What follows belongs to an exercise in optimizing a design on an open flow for small area, a short achievable clock period and few clock cycles; a production flow would make more cautious choices. RTL that was checked went through simulation tests only; none was proved equivalent to the original. Power is estimated from default activity; no workload was simulated.

==> inputs of v8 <==
// sbtp_framer
module sbtp_framer (
    input  wire       clk,
    input  wire       rst,
    input  wire       tx_in_valid,
    output wire       tx_in_ready,
    input  wire [7:0] tx_in_data,
    input  wire       tx_in_last,
    input  wire       tx_in_empty,
    output wire       tx_out_valid,
    input  wire       tx_out_ready,
    input  wire       tx_out_err,
    output wire [7:0] tx_out_data,
    output wire       tx_done,
    output wire [1:0] tx_status,
    input  wire       rx_in_valid,
    output wire       rx_in_ready,
    input  wire [7:0] rx_in_data,
    input  wire       rx_in_err,
    output wire       rx_res_valid,
    output wire [1:0] rx_res_status,
    output wire [7:0] rx_res_len,
    output wire       rx_out_valid,
    input  wire       rx_out_ready,
    output wire [7:0] rx_out_data,
    output wire       rx_out_last
);
    sbtp_tx u_tx (
        .clk       (clk),
        .rst       (rst),
        .in_valid  (tx_in_valid),
        .in_ready  (tx_in_ready),
        .in_data   (tx_in_data),
        .in_last   (tx_in_last),
        .in_empty  (tx_in_empty),
        .out_valid (tx_out_valid),
        .out_ready (tx_out_ready),
        .out_err   (tx_out_err),
        .out_data  (tx_out_data),
        .done      (tx_done),
        .status    (tx_status)
    );
    sbtp_rx u_rx (
        .clk        (clk),
        .rst        (rst),
        .in_valid   (rx_in_valid),
        .in_ready   (rx_in_ready),
        .in_data    (rx_in_data),
        .in_err     (rx_in_err),
        .res_valid  (rx_res_valid),
        .res_status (rx_res_status),
        .res_len    (rx_res_len),
        .out_valid  (rx_out_valid),
        .out_ready  (rx_out_ready),
        .out_data   (rx_out_data),
        .out_last   (rx_out_last)
    );
endmodule
clock: 8.0 ns
lec_check: 0
cap_margin: 20
core_margin: 2
core_utilization: 40
place_density: 0.6
setup_slack_margin: 5.0
slew_margin: 20
run.sh (not shown) runs the stock make flow with config.mk's settings and CLKGATE_MAP_FILE= SYNTH_SCRIPT=/design/flow/synth_recipe.tcl, a recipe that flattens the netlist after the stock synthesis.
==> v34: changes against v8 <==
--- a/flow/design.v
+++ b/flow/design.v
@@ -77,45 +77,40 @@
     reg  [4:0] tap;
     wire [7:0] tap_data;
     sbtp_ring #(.PB(PB)) u_ring (.clk(clk), .we(wen), .wdata(hd), .wport(wdist[7:PB]),
                                  .tap(tap), .rdata(tap_data));
     wire [8:0] arc     = wr9 - rd9;
     reg        afree;
     wire       can_adv = (wdist[PB-1:0] == 0) && afree;
     reg  [7:0] q_len   [0:(1<<QB)-1];    
-    reg  [7:0] q_crc   [0:(1<<QB)-1];
     reg        q_ovf   [0:(1<<QB)-1];
     reg  [QB:0] q_wp, q_sp;          
     wire [QB:0] q_used  = q_wp - q_sp;
     reg         q_space;
     wire        s_avail = (q_sp != q_wp);
     reg  [7:0] elen;
-    reg  [7:0] crc;
     reg        in_frame;
     reg        drain;
     reg        e254, e255;           
     wire       h_ovf    = e255 || (e254 && hc);    
     wire [7:0] elen_inc = elen + (hc ? 8'd2 : 8'd1);
-    wire [7:0] crc_next;
-    sbtp_crc8_step u_crc (.crc_in(crc), .data(hd), .crc_out(crc_next));
     reg        w_we, w_pop, w_push, w_pov, w_rew;
-    reg  [7:0] w_plen, w_pcrc;
+    reg  [7:0] w_plen;
     always @(*) begin
         w_we = 1'b0; w_pop = 1'b0; w_push = 1'b0; w_pov = 1'b0; w_rew = 1'b0;
         w_plen = elen_inc;
-        w_pcrc = ~crc_next;
         if (hv) begin
             if (drain) begin
                 w_pop = 1'b1;
                 w_push = hl; w_pov = 1'b1;
             end else if (he) begin
                 if (q_space) begin
                     w_pop = 1'b1; w_push = 1'b1;
-                    w_plen = 8'd0; w_pcrc = 8'h00;
+                    w_plen = 8'd0;
                 end
             end else if (h_ovf) begin
                 w_pop = 1'b1; w_rew = 1'b1;
                 w_push = hl; w_pov = 1'b1;
             end else if (can_adv && (in_frame || q_space)) begin
                 w_we = 1'b1; w_pop = 1'b1;
                 w_push = hl;
             end
@@ -130,17 +125,16 @@
             wdist <= 8'd0;
             cur_start9 <= 9'd0;
             cdist <= 8'd0;
             elen <= 8'd0;
             e254 <= 1'b0;
             e255 <= 1'b0;
             afree <= 1'b1;
             q_space <= 1'b1;
-            crc <= 8'hFF;
             in_frame <= 1'b0;
             drain <= 1'b0;
             q_wp <= 0;
         end else begin
             wph <= wph + 8'd1;
             cdist <= cdist + 8'd1;
             afree <= (arc < 9'd255);
             q_space <= (q_used < (1 << QB) - 1);
@@ -152,34 +146,32 @@
             end else begin
                 wdist <= wdist + 8'd1;
             end
             if (hv) begin
                 if (drain) begin
                     if (hl) drain <= 1'b0;
                 end else if (he) begin
                 end else if (h_ovf) begin
-                    in_frame <= 1'b0; elen <= 8'd0; crc <= 8'hFF;
+                    in_frame <= 1'b0; elen <= 8'd0;
                     e254 <= 1'b0; e255 <= 1'b0;
                     drain <= !hl;
                 end else if (w_we) begin
                     if (!in_frame) begin
                         cur_start9 <= wr9;
                         cdist <= wdist + 8'd1;
                     end
                     in_frame <= !hl;
                     elen <= hl ? 8'd0 : elen_inc;
                     e254 <= !hl && (elen_inc == 8'd254);
                     e255 <= !hl && (elen_inc == 8'd255);
-                    crc  <= hl ? 8'hFF : crc_next;
                 end
             end
             if (w_push) begin
                 q_len[q_wp[QB-1:0]]   <= w_plen;
-                q_crc[q_wp[QB-1:0]]   <= w_pcrc;
                 q_ovf[q_wp[QB-1:0]]   <= w_pov;
                 q_wp <= q_wp + 1'b1;
             end
         end
     end
     reg  [7:0] rstage;               
     reg  [FB:0] f_cnt;
     wire [8:0] lim9    = in_frame ? cur_start9 : wr9;
@@ -221,16 +213,19 @@
     wire       f_ctrl = f_mem[f_rp][8];
     localparam [2:0] S_IDLE = 3'd0, S_LEN = 3'd1, S_DATA = 3'd2,
                      S_CRC = 3'd3, S_AA = 3'd4, S_FLUSH = 3'd5;
     reg  [2:0] sst;
     reg  [7:0] srem;
     reg        s1;                   
     reg        dpend;                
     reg        sesc;                 
+    reg  [7:0] scrc;                 
+    wire [7:0] scrc_next;
+    sbtp_crc8_step u_crc (.crc_in(scrc), .data(f_head), .crc_out(scrc_next));
     wire [QB-1:0] spi   = q_sp[QB-1:0];
     wire       out_fire = out_valid && out_ready;
     wire       o_free   = !out_valid || out_fire;
     wire       abort    = out_fire && out_err && !dpend;
     wire       s_byte   = f_ne && ((sst == S_FLUSH) ? (srem != 8'd0) :
                                    (sst == S_DATA) && !abort && o_free);
     reg        s_pop_q;              
     always @(*) begin
@@ -250,27 +245,29 @@
         if (rst) begin
             out_valid <= 1'b0;
             out_data <= 8'h00;
             sst <= S_IDLE;
             srem <= 8'd0;
             s1 <= 1'b0;
             dpend <= 1'b0;
             sesc <= 1'b0;
+            scrc <= 8'hFF;
             done <= 1'b0;
             status <= ST_OK;
             q_sp <= 0;
         end else begin
             done <= 1'b0;
             if (s_pop_q) q_sp <= q_sp + 1'b1;
             if (out_fire && dpend) begin
                 done <= 1'b1;
                 status <= out_err ? ST_TERR : ST_OK;
                 dpend <= 1'b0;
             end
+            if (s_byte && !sesc) scrc <= scrc_next;
             if (s_byte) begin
                 srem <= srem - 8'd1;
                 s1 <= (srem == 8'd2);
                 sesc <= f_ctrl && !sesc;
             end
             if (sst == S_FLUSH) begin
                 if (srem == 8'd0) begin
                     done <= 1'b1;
@@ -299,28 +296,29 @@
                             status <= ST_OVF;
                         end
                     end
                     S_LEN: begin
                         out_valid <= 1'b1;
                         out_data <= q_len[spi];
                         srem <= q_len[spi];
                         s1 <= (q_len[spi] == 8'd1);
+                        scrc <= 8'hFF;
                         sst <= (q_len[spi] == 8'd0) ? S_CRC : S_DATA;
                     end
                     S_DATA: begin
                         if (f_ne) begin
                             out_valid <= 1'b1;
                             out_data <= sesc ? (f_head ^ 8'h42) : (f_ctrl ? 8'h5A : f_head);
                             if (s1) sst <= S_CRC;
                         end
                     end
                     S_CRC: begin
                         out_valid <= 1'b1;
-                        out_data <= q_crc[spi];
+                        out_data <= ~scrc;
                         sst <= S_AA;
                     end
                     S_AA: begin
                         out_valid <= 1'b1;
                         out_data <= 8'hAA;
                         dpend <= 1'b1;
                         sst <= S_IDLE;
                     end
CTS_CLUSTER_DIAMETER = 80   (was unset)
CTS_CLUSTER_SIZE = 30   (was unset)
==> v14: changes against v8 <==
--- a/flow/design.v
+++ b/flow/design.v
@@ -77,45 +77,40 @@
     reg  [4:0] tap;
     wire [7:0] tap_data;
     sbtp_ring #(.PB(PB)) u_ring (.clk(clk), .we(wen), .wdata(hd), .wport(wdist[7:PB]),
                                  .tap(tap), .rdata(tap_data));
     wire [8:0] arc     = wr9 - rd9;
     reg        afree;
     wire       can_adv = (wdist[PB-1:0] == 0) && afree;
     reg  [7:0] q_len   [0:(1<<QB)-1];    
-    reg  [7:0] q_crc   [0:(1<<QB)-1];
     reg        q_ovf   [0:(1<<QB)-1];
     reg  [QB:0] q_wp, q_sp;          
     wire [QB:0] q_used  = q_wp - q_sp;
     reg         q_space;
     wire        s_avail = (q_sp != q_wp);
     reg  [7:0] elen;
-    reg  [7:0] crc;
     reg        in_frame;
     reg        drain;
     reg        e254, e255;           
     wire       h_ovf    = e255 || (e254 && hc);    
     wire [7:0] elen_inc = elen + (hc ? 8'd2 : 8'd1);
-    wire [7:0] crc_next;
-    sbtp_crc8_step u_crc (.crc_in(crc), .data(hd), .crc_out(crc_next));
     reg        w_we, w_pop, w_push, w_pov, w_rew;
-    reg  [7:0] w_plen, w_pcrc;
+    reg  [7:0] w_plen;
     always @(*) begin
         w_we = 1'b0; w_pop = 1'b0; w_push = 1'b0; w_pov = 1'b0; w_rew = 1'b0;
         w_plen = elen_inc;
-        w_pcrc = ~crc_next;
         if (hv) begin
             if (drain) begin
                 w_pop = 1'b1;
                 w_push = hl; w_pov = 1'b1;
             end else if (he) begin
                 if (q_space) begin
                     w_pop = 1'b1; w_push = 1'b1;
-                    w_plen = 8'd0; w_pcrc = 8'h00;
+                    w_plen = 8'd0;
                 end
             end else if (h_ovf) begin
                 w_pop = 1'b1; w_rew = 1'b1;
                 w_push = hl; w_pov = 1'b1;
             end else if (can_adv && (in_frame || q_space)) begin
                 w_we = 1'b1; w_pop = 1'b1;
                 w_push = hl;
             end
@@ -130,17 +125,16 @@
             wdist <= 8'd0;
             cur_start9 <= 9'd0;
             cdist <= 8'd0;
             elen <= 8'd0;
             e254 <= 1'b0;
             e255 <= 1'b0;
             afree <= 1'b1;
             q_space <= 1'b1;
-            crc <= 8'hFF;
             in_frame <= 1'b0;
             drain <= 1'b0;
             q_wp <= 0;
         end else begin
             wph <= wph + 8'd1;
             cdist <= cdist + 8'd1;
             afree <= (arc < 9'd255);
             q_space <= (q_used < (1 << QB) - 1);
@@ -152,85 +146,95 @@
             end else begin
                 wdist <= wdist + 8'd1;
             end
             if (hv) begin
                 if (drain) begin
                     if (hl) drain <= 1'b0;
                 end else if (he) begin
                 end else if (h_ovf) begin
-                    in_frame <= 1'b0; elen <= 8'd0; crc <= 8'hFF;
+                    in_frame <= 1'b0; elen <= 8'd0;
                     e254 <= 1'b0; e255 <= 1'b0;
                     drain <= !hl;
                 end else if (w_we) begin
                     if (!in_frame) begin
                         cur_start9 <= wr9;
                         cdist <= wdist + 8'd1;
                     end
                     in_frame <= !hl;
                     elen <= hl ? 8'd0 : elen_inc;
                     e254 <= !hl && (elen_inc == 8'd254);
                     e255 <= !hl && (elen_inc == 8'd255);
-                    crc  <= hl ? 8'hFF : crc_next;
                 end
             end
             if (w_push) begin
                 q_len[q_wp[QB-1:0]]   <= w_plen;
-                q_crc[q_wp[QB-1:0]]   <= w_pcrc;
                 q_ovf[q_wp[QB-1:0]]   <= w_pov;
                 q_wp <= q_wp + 1'b1;
             end
         end
     end
     reg  [7:0] rstage;               
     reg  [FB:0] f_cnt;
+    reg        t_v;                  
+    reg  [7:0] t_d;
     wire [8:0] lim9    = in_frame ? cur_start9 : wr9;
     wire       f_space = (f_cnt < (1 << FB));
+    wire       t_move  = t_v && f_space;
     wire       at_tap  = (rstage[2:0] == 3'd0);
-    wire       r_take  = at_tap && f_space && (rd9 != lim9);
+    wire       r_take  = at_tap && (!t_v || f_space) && (rd9 != lim9);
     always @(*) tap = rstage[7:3];
     always @(posedge clk) begin
         if (rst) begin
             rd9 <= 9'd0;
             rstage <= 8'd255;
+            t_v <= 1'b0;
         end else begin
             if (r_take) rd9 <= rd9 + 9'd1;
             else rstage <= rstage + 8'd1;
+            if (r_take) t_v <= 1'b1;
+            else if (t_move) t_v <= 1'b0;
         end
     end
+    always @(posedge clk) begin
+        if (r_take) t_d <= tap_data;
+    end
     reg  [8:0] f_mem [0:(1<<FB)-1];
     reg  [FB-1:0] f_wp, f_rp;
     wire       f_pop;
-    wire       tap_ctrl = (tap_data == 8'h55) || (tap_data == 8'hAA) || (tap_data == 8'h5A);
+    wire       t_ctrl = (t_d == 8'h55) || (t_d == 8'hAA) || (t_d == 8'h5A);
     always @(posedge clk) begin
-        if (r_take) f_mem[f_wp] <= {tap_ctrl, tap_data};
+        if (t_move) f_mem[f_wp] <= {t_ctrl, t_d};
     end
     always @(posedge clk) begin
         if (rst) begin
             f_wp <= 0; f_rp <= 0; f_cnt <= 0;
         end else begin
-            if (r_take) f_wp <= f_wp + 1'b1;
+            if (t_move) f_wp <= f_wp + 1'b1;
             if (f_pop) f_rp <= f_rp + 1'b1;
-            case ({r_take, f_pop})
+            case ({t_move, f_pop})
                 2'b10:   f_cnt <= f_cnt + 1'b1;
                 2'b01:   f_cnt <= f_cnt - 1'b1;
                 default: ;
             endcase
         end
     end
     wire       f_ne   = (f_cnt != 0);
     wire [7:0] f_head = f_mem[f_rp][7:0];
     wire       f_ctrl = f_mem[f_rp][8];
     localparam [2:0] S_IDLE = 3'd0, S_LEN = 3'd1, S_DATA = 3'd2,
                      S_CRC = 3'd3, S_AA = 3'd4, S_FLUSH = 3'd5;
     reg  [2:0] sst;
     reg  [7:0] srem;
     reg        s1;                   
     reg        dpend;                
     reg        sesc;                 
+    reg  [7:0] scrc;                 
+    wire [7:0] scrc_next;
+    sbtp_crc8_step u_crc (.crc_in(scrc), .data(f_head), .crc_out(scrc_next));
     wire [QB-1:0] spi   = q_sp[QB-1:0];
     wire       out_fire = out_valid && out_ready;
     wire       o_free   = !out_valid || out_fire;
     wire       abort    = out_fire && out_err && !dpend;
     wire       s_byte   = f_ne && ((sst == S_FLUSH) ? (srem != 8'd0) :
                                    (sst == S_DATA) && !abort && o_free);
     reg        s_pop_q;              
     always @(*) begin
@@ -250,27 +254,29 @@
         if (rst) begin
             out_valid <= 1'b0;
             out_data <= 8'h00;
             sst <= S_IDLE;
             srem <= 8'd0;
             s1 <= 1'b0;
             dpend <= 1'b0;
             sesc <= 1'b0;
+            scrc <= 8'hFF;
             done <= 1'b0;
             status <= ST_OK;
             q_sp <= 0;
         end else begin
             done <= 1'b0;
             if (s_pop_q) q_sp <= q_sp + 1'b1;
             if (out_fire && dpend) begin
                 done <= 1'b1;
                 status <= out_err ? ST_TERR : ST_OK;
                 dpend <= 1'b0;
             end
+            if (s_byte && !sesc) scrc <= scrc_next;
             if (s_byte) begin
                 srem <= srem - 8'd1;
                 s1 <= (srem == 8'd2);
                 sesc <= f_ctrl && !sesc;
             end
             if (sst == S_FLUSH) begin
                 if (srem == 8'd0) begin
                     done <= 1'b1;
@@ -299,28 +305,29 @@
                             status <= ST_OVF;
                         end
                     end
                     S_LEN: begin
                         out_valid <= 1'b1;
                         out_data <= q_len[spi];
                         srem <= q_len[spi];
                         s1 <= (q_len[spi] == 8'd1);
+                        scrc <= 8'hFF;
                         sst <= (q_len[spi] == 8'd0) ? S_CRC : S_DATA;
                     end
                     S_DATA: begin
                         if (f_ne) begin
                             out_valid <= 1'b1;
                             out_data <= sesc ? (f_head ^ 8'h42) : (f_ctrl ? 8'h5A : f_head);
                             if (s1) sst <= S_CRC;
                         end
                     end
                     S_CRC: begin
                         out_valid <= 1'b1;
-                        out_data <= q_crc[spi];
+                        out_data <= ~scrc;
                         sst <= S_AA;
                     end
                     S_AA: begin
                         out_valid <= 1'b1;
                         out_data <= 8'hAA;
                         dpend <= 1'b1;
                         sst <= S_IDLE;
                     end
@@ -388,19 +395,20 @@
     end
     reg  [7:0] wph;
     reg  [8:0] wr9;
     reg  [8:0] rd9;
     reg  [8:0] cur_start9;
     localparam PB = 4;               
     reg  [7:0] wdist;                
     wire       wen;
-    reg  [4:0] tap;
+    localparam TB = 4;               
+    reg  [7-TB:0] tap;
     wire [7:0] tap_data;
-    sbtp_ring #(.PB(PB)) u_ring (.clk(clk), .we(wen), .wdata(hd), .wport(wdist[7:PB]),
+    sbtp_ring #(.PB(PB), .TB(TB)) u_ring (.clk(clk), .we(wen), .wdata(hd), .wport(wdist[7:PB]),
                                  .tap(tap), .rdata(tap_data));
     wire [8:0] arc     = wr9 - rd9;
     reg        afree;
     wire       can_adv = (wdist[PB-1:0] == 0) && afree;
     reg  [8:0] q_start [0:(1<<QB)-1];
     reg  [7:0] q_len   [0:(1<<QB)-1];
     reg  [QB:0] q_wp, q_rp;
     wire [QB:0] q_used  = q_wp - q_rp;
@@ -532,22 +540,22 @@
     reg        rr1;                  
     reg        u_v, u_l, u_5a, uesc;
     reg  [7:0] u_d;
     reg        ov_sk;                
     wire       u_pref  = !uesc && u_5a;
     wire       u_push  = u_v && !u_pref && !ov_sk;
     wire       u_move  = u_v && (u_pref || !ov_sk);
     wire [7:0] u_byte  = uesc ? (u_d ^ 8'h42) : u_d;
-    wire       at_tap  = (rstage[2:0] == 3'd0);
+    wire       at_tap  = (rstage[TB-1:0] == 0);
     wire       r_take  = ractive && at_tap && (!u_v || u_move);
     wire       r_fin   = r_take && rr1;
     wire       r_load  = r_avail && (!ractive || r_fin);
     wire [QB-1:0] rpi  = q_rp[QB-1:0];
-    always @(*) tap = rstage[7:3];
+    always @(*) tap = rstage[7:TB];
     always @(posedge clk) begin
         if (rst) begin
             ractive <= 1'b0;
             rd9 <= 9'd0;
             rstage <= 8'd0;
             rrem <= 8'd0;
             rr1 <= 1'b0;
             q_rp <= 0;
@@ -658,33 +666,34 @@
         .res_len    (rx_res_len),
         .out_valid  (rx_out_valid),
         .out_ready  (rx_out_ready),
         .out_data   (rx_out_data),
         .out_last   (rx_out_last)
     );
 endmodule
 module sbtp_ring #(
-    parameter PB = 4
+    parameter PB = 4,
+    parameter TB = 3
 ) (
     input  wire        clk,
     input  wire        we,
     input  wire [7:0]  wdata,
     input  wire [7-PB:0] wport,   
-    input  wire [4:0]  tap,       
+    input  wire [7-TB:0] tap,     
     output wire [7:0]  rdata
 );
     reg  [2047:0] r;
     wire [2047:0] prev = {r[2039:0], r[2047:2040]};
     genvar s;
     generate
         for (s = 0; s < 256; s = s + 1) begin : g_stage
             if ((s % (1 << PB)) == 0) begin : g_port
                 always @(posedge clk)
                     r[s*8 +: 8] <= (we && (wport == (s >> PB))) ? wdata : prev[s*8 +: 8];
             end else begin : g_shift
                 always @(posedge clk)
                     r[s*8 +: 8] <= prev[s*8 +: 8];
             end
         end
     endgenerate
-    assign rdata = r[{tap, 6'd0} +: 8];
+    assign rdata = r[{tap, {TB{1'b0}}, 3'd0} +: 8];
 endmodule
CORE_UTILIZATION = 55   (was 40)
CTS_CLUSTER_DIAMETER = 80   (was unset)
CTS_CLUSTER_SIZE = 30   (was unset)
PLACE_DENSITY = 0.7   (was 0.6)
==> comparison table <==
quantity                                                                          v34                       v14                        v8
Type of the worst setup path                                               reg -> reg                reg -> reg                reg -> out
Outcome                                              no timing/DRC/antenna violations  no timing/DRC/antenna violations  no timing/DRC/antenna violations
Non-clock buffer count in the final layout                                        204                       118                       185
Mean cell area of the mapped netlist                                         16.8 µm²                  16.7 µm²                  16.7 µm²
Master of the slowest instance on the critical path           sky130_fd_sc_hd__mux4_2  sky130_fd_sc_hd__nor3b_1  sky130_fd_sc_hd__dfxtp_4
Multi-input gates                                                                1885                      1891                      1992
Required time of the worst setup path                                         8.70 ns                   8.75 ns                   6.40 ns
Syn Inst Count                                                                   6771                      6766                      6956
Category of the worst setup path capture point                              flip-flop                 flip-flop                output pin
Internal Pwr Total                                                            28.6 mW                   28.6 mW                   36.5 mW
Number of nets in the layout                                                     7089                      7003                      7469
Share of synthesized area occupied by flip-flops and latches                    0.842                     0.849                     0.839
Net switching power figure                                                    7.77 mW                   7.83 mW                   9.97 mW
Highest clock frequency the design can meet                                 0.319 GHz                 0.320 GHz                 0.327 GHz
Pin count of the biggest net entering global routing                               74                        89                        88
Testbench counts of v8, summed over its fixed seeds: cycles 17,389.
Function not checked in v34 and v14: the RTL went through the layout flow alone.

-- static timing again, ports no longer ideal --
The flow's constraints put no driver on any port. The routed layouts listed below were extracted and timed again, unchanged, in two steps.
Step 1 sets driving cells, clkbuf_16 on the clock port and buf_2 on the other inputs (assumed; they add their load-dependent delay and slew).
Step 2 moves the port delays by t, midway between the first and last clock arrival at a register: inputs arrive t later, outputs are due t later. That takes back most of the time a late clock gives input paths.
Three values: no drivers, after step 1, after step 2; two values: the first two.
run	t (ns)	slack for setup (ns)	hold WS [ns]	worst slew at a driven data input, ns	cell pins on the clock port's net
v8	1.004	4.938 / 4.843 / 4.101	0.244 / 0.244 / 0.244	0.15	1
v34	0.941	4.863 / 4.847 / 4.146	0.280 / 0.280 / 0.280	0.09	1
v14	0.916	4.875 / 4.875 / 4.297	0.269 / 0.269 / 0.269	0.04	1
After both steps setup and hold are still met in every run listed. For v8, which loses most, drivers alone change the setup slack by -0.095 ns; drivers and shift together by -0.837 ns.
